Background: an optimization exercise with open tools, aiming at small area, a short achievable clock period and few clock cycles. Do not read the settings as production practice. In this exercise RTL edits were held to simulation tests only and were not proved equivalent to the original. Power and IR drop assume default switching activity.

## t43dr_codec
module t43dr_codec (
    input  wire        clk,
    input  wire        rst,
    input  wire        tx_start_valid,
    output wire        tx_start_ready,
    input  wire [7:0]  tx_cmd,
    input  wire [15:0] tx_len,
    input  wire        tx_data_valid,
    output wire        tx_data_ready,
    input  wire [7:0]  tx_data,
    output wire        txw_valid,
    input  wire        txw_ready,
    output wire [7:0]  txw_data,
    output wire        tx_size_err,
    input  wire        rx_clear,
    input  wire        rx_valid,
    output wire        rx_ready,
    input  wire [7:0]  rx_data,
    output wire        rxo_valid,
    input  wire        rxo_ready,
    output wire        rxo_last,
    output wire [7:0]  rxo_data,
    output wire [2:0]  rxo_status,
    output wire [7:0]  rxo_cmd,
    output wire [15:0] rxo_len
);
    t43dr_encoder u_enc (
        .clk         (clk),
        .rst         (rst),
        .start_valid (tx_start_valid),
        .start_ready (tx_start_ready),
        .cmd         (tx_cmd),
        .len         (tx_len),
        .data_valid  (tx_data_valid),
        .data_ready  (tx_data_ready),
        .data        (tx_data),
        .wire_valid  (txw_valid),
        .wire_ready  (txw_ready),
        .wire_data   (txw_data),
        .size_err    (tx_size_err)
    );
    t43dr_decoder u_dec (
        .clk        (clk),
        .rst        (rst),
        .clear      (rx_clear),
        .in_valid   (rx_valid),
        .in_ready   (rx_ready),
        .in_data    (rx_data),
        .out_valid  (rxo_valid),
        .out_ready  (rxo_ready),
        .out_last   (rxo_last),
        .out_data   (rxo_data),
        .out_status (rxo_status),
        .out_cmd    (rxo_cmd),
        .out_len    (rxo_len)
    );
endmodule
clock: 4.0 ns
lec_check: 0
abc_area: 1
cap_margin: 20
core_margin: 2
core_utilization: 40
cts_buf_list: sky130_fd_sc_hd__clkbuf_8
setup_slack_margin: 2.0
slew_margin: 20
standard.sh (not shown) runs the stock make flow with config.mk's settings and CLKGATE_MAP_FILE= SYNTH_SCRIPT=/design/flow/synth_recipe.tcl, a recipe that flattens the netlist after the stock synthesis.
==> flow/flow/run.sh <==
#!/bin/bash
# Standard ORFS layout, with the port buffers made of a small, fast buffer
# instead of the default delay buffer.
set -euo pipefail
PORTBUF=${PORTBUF:-sky130_fd_sc_hd__buf_1}
bash standard.sh "BUFFER_PORTS_ARGS=-buffer_cell $PORTBUF" finish > standard.log 2>&1
The first run passed the timing, DRC and antenna checks.
Testbench counts at the start, summed over its fixed seeds: cycles 75,669.
Rerun with:
Settings changed: ABC_AREA 1 to not set, PLACE_DENSITY set to 0.8.
Outcome:
- The changed run completed without violations
- cell count drops by 22%
- sequential share of layout area is higher by 1.8 points
- non-clock buffer count rises by 8
- hold slack gets worse by 0.013 ns
- cell area is lower by 3.9%
- via count decreases by 11%
- utilization goes up by 1.9 points
- wire length is lower by 10%
- power drops by 7.6%
Rerun with:
--- a/flow/flow/run.sh
+++ b/flow/flow/run.sh
@@ -5 +5 @@
-PORTBUF=${PORTBUF:-sky130_fd_sc_hd__buf_1}
+PORTBUF=${PORTBUF:-sky130_fd_sc_hd__buf_2}
Settings changed: CTS_BUF_LIST sky130_fd_sc_hd__clkbuf_8 to not set, PLACE_DENSITY 0.8 to not set, SETUP_SLACK_MARGIN 2.0 to 2.2.
Die area stays the same.
Core utilization rises by 5.6 points.
Via count climbs slightly.
Worst setup slack improves by 0.035 ns.
Rerun with:
--- a/flow/flow/run.sh
+++ b/flow/flow/run.sh
@@ -5 +5 @@
-PORTBUF=${PORTBUF:-sky130_fd_sc_hd__buf_2}
+PORTBUF=${PORTBUF:-sky130_fd_sc_hd__buf_1}
Settings changed: CORE_UTILIZATION 40 to 60, CTS_BUF_LIST set to sky130_fd_sc_hd__clkbuf_8, SETUP_SLACK_MARGIN 2.2 to 2.0.
The changed run ran to the end with no violations.
Global-route usage grows by 6.2 points.
Final area decreases by roughly a tenth.
Non-clock buffer count shrinks by 19.
Routed wire length went down by roughly a tenth.
Clock skew barely changes.


Setup of alpha:
t43dr_codec, a different RTL version from the one above (not shown whole).
Size in the first run: about 450 cells after synthesis, ~94 flip-flops, roughly 98 I/O pins, roughly 0.0047 mm^2 of cells after synthesis.
==> flow/config.mk <==
export PLATFORM = sky130hd
export DESIGN_NAME = t43dr_codec
export DESIGN_NICKNAME = t43dr_codec
export VERILOG_FILES = /design/flow/design.v
export SDC_FILE = /design/flow/constraint.sdc
export NUM_CORES = 4
export LEC_CHECK = 0
export CAP_MARGIN = 20
export CORE_MARGIN = 2
export CORE_UTILIZATION = 30
export SETUP_SLACK_MARGIN = 2.0
export SLEW_MARGIN = 20
==> flow/constraint.sdc <==
create_clock -name core_clock -period 4.0 [get_ports {clk}]
set_input_delay 0.8000 -clock core_clock [delete_from_list [all_inputs] [get_ports {clk}]]
set_output_delay 0.8000 -clock core_clock [all_outputs]
set_load 0.01 [all_outputs]
==> flow/flow/run.sh <==
#!/bin/bash
# Standard ORFS layout, with three changes: the port buffers are a small, fast
# buffer instead of the default delay buffer; clock tree synthesis adds no
# dummy loads; and each ready output is placed beside the input it follows.
set -euo pipefail
PORTBUF=sky130_fd_sc_hd__buf_1
CTS="-sink_clustering_enable -repair_clock_nets -buf_list sky130_fd_sc_hd__clkbuf_8 -dont_use_dummy_load"
bash standard.sh "BUFFER_PORTS_ARGS=-buffer_cell $PORTBUF" "CTS_ARGS=$CTS" "IO_CONSTRAINTS=$(pwd)/flow/io.tcl" finish > standard.log 2>&1
==> flow/flow/io.tcl <==
# Keep each ready output next to the input it follows, so that the path
# between them stays short.
set_io_pin_constraint -group -order -pin_names {rxo_ready rx_ready}
set_io_pin_constraint -group -order -pin_names {tx_start_ready txw_ready tx_data_ready}
Both conditions hold for alpha: the flow ran to the end and the final layout passed the timing, DRC and antenna checks.
Testbench counts of alpha, summed over its fixed seeds: cycles 75,669.
The inputs of beta differ from those of alpha as listed below.
--- a/flow/config.mk
+++ b/flow/config.mk
@@ -10 +10 @@
-export CORE_UTILIZATION = 30
+export CORE_UTILIZATION = 25
--- outcome ---
Taking alpha as the reference, in beta number of vias after detailed routing moved down, worst path arrival time level, part of the total power dissipated in combinational logic level, wire length on met3 moved up, horizontal extent of the die moved up. The final reports for beta and alpha show number of cells in the finished layout apart from fillers higher in the former. Layout clock buffer count delta (beta -> alpha): insignificant. Changes observed in beta relative to alpha: relative area change from synthesis to final layout went up 2.6 points; die area now sits higher; number of nets still failing antenna checks after routing shows no meaningful change.

-- what the ideal ports hide --
The flow's constraints put no driver on any port. The routed layouts listed below were extracted and timed again, unchanged, in two steps. Step 1 sets driving cells, clkbuf_16 on the clock port and buf_2 on the other inputs (assumed; they add their load-dependent delay and slew). Step 2 times the ports against the registers' clock, not the clock port: input delays grow and output delays shrink by t, the midpoint of the rising clock arrivals with the driver on. Three values: ideal, step 1, step 2; two values: the first two.
run | shift t [ns] | setup WS [ns] | worst hold slack (ns) | worst setup path after step 2
the first run of note 1 | 0.393 | 2.022 / 1.974 / 1.732 | 0.474 / 0.474 / 0.474 | input to register
the second run of note 1 | 0.400 | 2.025 / 2.002 / 1.628 | 0.461 / 0.461 / 0.461 | input to register
the third run of note 1 | 0.383 | 2.059 / 2.022 / 1.685 | 0.466 / 0.466 / 0.466 | input to register
the fourth run of note 1 | 0.391 | 2.012 / 1.990 / 1.686 | 0.466 / 0.466 / 0.466 | input to register
alpha | 0.390 | 2.013 / 1.992 / 1.628 | 0.483 / 0.483 / 0.483 | input to register
beta | 0.412 | 2.018 / 1.998 / 1.606 | 0.488 / 0.488 / 0.488 | input to register
After both steps setup and hold are still met in every run listed. The setup slack of beta, which loses most, moves by -0.020 ns with the drivers and by -0.412 ns with both steps.
